What follows belongs to an exercise in optimizing a design on an open flow for small area and few clock cycles per item; a production flow would make more cautious choices.
Where RTL was checked, it was by simulation tests only, not by an equivalence proof against the original.

==> zinc <==
// vs23_setmode
module vs23_setmode (
    input  wire        clk,
    input  wire        rst,             
    input  wire        cmd_valid,
    output wire        cmd_ready,
    input  wire [31:0] cmd_modesel,     
    output wire        tx_valid,
    input  wire        tx_ready,
    output wire        tx_reg,          
    output wire [19:0] tx_addr,         
    output wire [1:0]  tx_len,          
    output wire [31:0] tx_data,         
    output wire [7:0]  err,
    output wire        mode_valid,
    output wire        std_pal,
    output wire        std_il,
    output wire [7:0]  mode_index,
    output wire [19:0] pitch,
    output wire [19:0] base,
    output wire [19:0] index_start,
    output wire [15:0] total_lines,
    output wire [15:0] line_len,
    output wire [15:0] pic_start,
    output wire [15:0] pic_end
);
Settings: LEC_CHECK=0, CAP_MARGIN=20, CORE_MARGIN=2, CORE_UTILIZATION=40, SLEW_MARGIN=20; clock period 16.0 ns.
standard.sh (not shown) runs the stock make flow with config.mk's settings and CLKGATE_MAP_FILE= SYNTH_SCRIPT=/design/flow/synth_recipe.tcl, a recipe that flattens the netlist after the stock synthesis.
==> flow/flow/run.sh <==
#!/bin/bash
# Standard layout with three changes:
#  - after the standard synthesis, the combinational logic between the
#    flip-flops is re-mapped by ABC for area (flip-flops kept as they are);
#  - ports are buffered with the smallest buffer (sky130_fd_sc_hd__buf_1);
#  - constant outputs share one tie cell instead of one tie cell each.
set -euo pipefail
here=$(pwd)
R=$here/orfs/results/$FLOW_PLATFORM/vs23_setmode/base
YOSYS=${YOSYS_EXE:-$FLOW_HOME/../tools/install/yosys/bin/yosys}
export BUFFER_PORTS_ARGS="-buffer_cell sky130_fd_sc_hd__buf_1"
export SKIP_REPAIR_TIE_FANOUT=1

# 1. standard synthesis
bash standard.sh synth > synth.log 2>&1
cp -p $R/1_2_yosys.v $R/1_2_yosys_std.v

# 2. re-map the logic between the flip-flops
RESYN_LIB=$FLOW_HOME/platforms/sky130hd/lib/sky130_fd_sc_hd__tt_025C_1v80.lib \
RESYN_DONT_USE="$(cat flow/dont_use.txt)" \
RESYN_IN=$R/1_2_yosys_std.v RESYN_TOP=$FLOW_TOP RESYN_ABC=$here/flow/resyn.abc \
RESYN_STAT=$here/resyn_stat.txt RESYN_OUT=$R/1_2_yosys_resyn.v \
  $YOSYS -c flow/resyn.tcl > resyn.log 2>&1
cp $R/1_2_yosys_resyn.v $R/1_2_yosys.v
rm -f $R/1_synth.odb $R/1_synth.sdc

# 3. the rest of the standard flow
bash standard.sh > standard.log 2>&1
==> flow/flow/resyn.abc <==
strash
&get -n
&deepsyn -T 240
&put
dch -f
amap
==> flow/flow/resyn.tcl <==
# Re-map the combinational logic of the standard synthesis for area.
# Every flip-flop instance of the standard netlist is kept as it is (same
# name, same cell); only the gates between them are re-optimised by ABC.
set lib $::env(RESYN_LIB)
set dont_use $::env(RESYN_DONT_USE)
yosys read_liberty -ignore_miss_func $lib
yosys read_verilog $::env(RESYN_IN)
yosys hierarchy -top $::env(RESYN_TOP)
# keep sequential cells as instances
yosys setattr -mod -set keep_hierarchy 1 {sky130_fd_sc_hd__*df*} {sky130_fd_sc_hd__*dl*}
yosys flatten
yosys opt_clean -purge
set du {}
foreach c $dont_use { lappend du -dont_use $c }
yosys abc -script $::env(RESYN_ABC) -liberty $lib {*}$du $::env(RESYN_TOP)
yosys opt_clean -purge
# flattening named wires after the cells' pins; drop those names
yosys rename -hide w:*.*
yosys hilomap -singleton -hicell sky130_fd_sc_hd__conb_1 HI -locell sky130_fd_sc_hd__conb_1 LO
yosys insbuf -buf sky130_fd_sc_hd__buf_4 A X
yosys opt_clean -purge
yosys select -module $::env(RESYN_TOP)
yosys tee -o $::env(RESYN_STAT) stat -liberty $lib
yosys write_verilog -noattr -nohex -nodec -selected $::env(RESYN_OUT)
Other scripts of this flow, unchanged in this note and not shown: flow/flow/dont_use.txt
==> inputs of quartz, as changes to zinc <==
--- a/flow/design.v
+++ b/flow/design.v
@@ -31,15 +31,15 @@
             for (b = 0; b < 10; b = b + 1)
                 r = K[b] ? (~a[b] | r) : (~a[b] & r);
             lt10 = r;
         end
     endfunction
     reg [1:0] sel_idx;
     reg       sel_pal, sel_il;
-    wire      mv = !(sel_idx[1] && sel_idx[0]);
+    reg       mv;              
     reg [1:0] err_r;           
     reg [8:0]  c_L;
     reg [9:0]  c_total;
     reg [12:0] c_is;
     reg [12:0] c_base;
     always @(*) begin
         case ({sel_pal, sel_il})
@@ -82,25 +82,25 @@
     assign pitch       = {11'd0, s_pitch};
     assign base        = {7'd0, s_base};
     assign index_start = {7'd0, s_is};
     assign total_lines = {6'd0, s_total};
     assign line_len    = {7'd0, s_L};
     assign pic_start   = {4'd0, s_ps};
     assign pic_end     = {4'd0, s_pe};
-    localparam [1:0] S_IDLE = 2'd0, S_VEN0 = 2'd1, S_INDEX = 2'd2, S_REGS = 2'd3;
-    reg [3:0]  st;
+    localparam [2:0] S_IDLE = 3'd0, S_VEN0 = 3'd1, S_PROTO = 3'd2, S_INDEX = 3'd3, S_REGS = 3'd4;
+    reg [2:0]  state;
     reg [9:0]  c;              
+    reg [2:0]  k;              
     reg [12:0] addr;           
     reg [15:0] acc;            
     reg        pic;            
-    wire [2:0] k = st[2:0];
-    wire st_proto = st[3];
-    wire st_idle  = !st[3] && (st[1:0] == S_IDLE);
-    wire st_index = !st[3] && (st[1:0] == S_INDEX);
-    wire st_regs  = !st[3] && (st[1:0] == S_REGS);
+    wire st_idle  = (state == S_IDLE);
+    wire st_proto = (state == S_PROTO);
+    wire st_index = (state == S_INDEX);
+    wire st_regs  = (state == S_REGS);
     wire cmd_ok = (cmd_modesel[31:10] == 22'd0) && (cmd_modesel[7:0] < 8'd3);
     assign cmd_ready = st_idle;
     assign tx_valid  = !st_idle || (cmd_valid && cmd_ok);
     wire fire = tx_valid && tx_ready;
     wire [9:0] i = c;
     wire lt_n = sel_pal ? lt10(i, 10'd20)  : lt10(i, 10'd16);
     wire lt_s = sel_pal ? lt10(i, 10'd9)   : lt10(i, 10'd7);
@@ -213,62 +213,66 @@
         else if (fire) begin
             if (pic_set) pic <= 1'b1;
             else if (pic_clr) pic <= 1'b0;
         end
     end
     always @(posedge clk) begin
         if (rst) begin
-            st      <= 4'd0;
-            sel_idx <= 2'd3;
-            err_r   <= 2'd0;
-            addr    <= 13'd0;
-        end else if (st_proto) begin
-            if (fire) begin
-                addr <= addr + 13'd2;
-                if (last_w) begin
-                    c <= 10'd0;
-                    if (last_k) st <= {2'b00, S_INDEX};
-                    else        st <= st + 4'd1;
-                end else begin
-                    c <= c + 10'd1;
-                end
-            end
+            state <= S_IDLE;
+            mv    <= 1'b0;
+            err_r <= 2'd0;
+            addr  <= 13'd0;
         end else begin
-            case (st[1:0])
+            case (state)
                 S_IDLE: begin
                     if (cmd_valid) begin
                         if (cmd_ok) begin
                             sel_idx <= cmd_modesel[1:0];
                             sel_pal <= cmd_modesel[8];
                             sel_il  <= cmd_modesel[9];
+                            mv      <= 1'b1;
                             err_r   <= 2'd0;
                             c       <= 10'd0;
-                            st      <= tx_ready ? 4'b1000 : {2'b00, S_VEN0};
+                            k       <= 3'd0;
+                            state   <= tx_ready ? S_PROTO : S_VEN0;
                         end else begin
                             err_r   <= (cmd_modesel[31:10] != 22'd0) ? 2'b01 : 2'b11;
                         end
                     end
                 end
                 S_VEN0: begin
-                    if (fire) st <= 4'b1000;
+                    if (fire) state <= S_PROTO;
+                end
+                S_PROTO: begin
+                    if (fire) begin
+                        addr <= addr + 13'd2;
+                        if (last_w) begin
+                            c <= 10'd0;
+                            k <= k + 3'd1;
+                            if (last_k) state <= S_INDEX;
+                        end else begin
+                            c <= c + 10'd1;
+                        end
+                    end
                 end
                 S_INDEX: begin
                     if (fire) begin
                         c <= c + 10'd1;
                         if (last_n) begin
-                            addr <= 13'd2;
-                            st   <= {2'b00, S_REGS};
+                            addr  <= 13'd2;
+                            state <= S_REGS;
                         end else begin
                             addr <= addr + 13'd3;
                         end
                     end
                 end
-                default: begin  
+                S_REGS: begin
                     if (fire) begin
                         addr <= {10'd0, reg_next};
-                        if (addr[2:0] == 3'd0) st <= {2'b00, S_IDLE};
-                    end
-                end
+                        if (addr[2:0] == 3'd0) state <= S_IDLE;
+                    end
+                end
+                default: state <= S_IDLE;
             endcase
         end
     end
 endmodule
==> flow/flow/resyn.abc (replaced) <==
strash
&get -n
&deepsyn -T 60
&put
dch -f
amap
--- a/flow/flow/resyn.tcl
+++ b/flow/flow/resyn.tcl
@@ -8,15 +8,15 @@
 yosys hierarchy -top $::env(RESYN_TOP)
 # keep sequential cells as instances
 yosys setattr -mod -set keep_hierarchy 1 {sky130_fd_sc_hd__*df*} {sky130_fd_sc_hd__*dl*}
 yosys flatten
 yosys opt_clean -purge
 set du {}
 foreach c $dont_use { lappend du -dont_use $c }
-yosys abc -script $::env(RESYN_ABC) -liberty $lib {*}$du $::env(RESYN_TOP)
+yosys abc -script $::env(RESYN_ABC) -liberty $lib {*}$du
 yosys opt_clean -purge
 # flattening named wires after the cells' pins; drop those names
 yosys rename -hide w:*.*
 yosys hilomap -singleton -hicell sky130_fd_sc_hd__conb_1 HI -locell sky130_fd_sc_hd__conb_1 LO
 yosys insbuf -buf sky130_fd_sc_hd__buf_4 A X
 yosys opt_clean -purge
 yosys select -module $::env(RESYN_TOP)
==> run summary <==
quartz finished with timing, DRC and antenna clean. zinc went through all stages and came out clean.
Between zinc and quartz, the lower cell count is in zinc (gap about 1.3%, measured against quartz).
Against zinc, the synthesized cell count of quartz is higher by about 1.2%.
Against quartz, the sequential cell count of zinc is lower by 3.
Clock skew: zinc is lower than quartz (4.4 ps).
In quartz the global-route usage is lower than in zinc, by 1.6 points.
Against zinc, the worst setup slack of quartz is better by 310 ps.
In quartz the die area is higher than in zinc, by 2.7%.
Of quartz and zinc, quartz has the higher area after synthesis (gap about 3%, measured against zinc).
In quartz the first-iteration DRC count is lower than in zinc, by 30%.
Testbench counts of zinc, summed over its fixed seeds: cycles 142,200, commands 72.
For quartz, only the layout was checked, not whether the RTL still works.

## afterwards: timing with drivers on the ports
No port has a modelled driver above. Below, the same layouts with a new extraction and two added sets of constraints. Step 1 sets driving cells, clkbuf_16 on the clock port and buf_2 on the other inputs (assumed; they add their load-dependent delay and slew). Step 2 adds t to the input delays and takes it off the output delays; t is the mean of the earliest and latest rising clock arrival at the registers after step 1. Input paths then give back, and output paths get back, about the clock's delay inside the block. Three values: ideal, step 1, step 2; two values: the first two.
| run | shift t [ns] | setup slack, ns | worst hold slack (ns) |
|---|---|---|---|
| zinc | 0.333 | 7.501 / 7.478 / 7.478 | 0.467 / 0.467 / 0.467 |
| quartz | 0.336 | 7.811 / 7.792 / 7.792 | 0.466 / 0.466 / 0.466 |
After both steps every run listed still meets setup and hold. For zinc, which loses most, drivers alone change the setup slack by -0.023 ns; drivers and shift together by -0.023 ns.
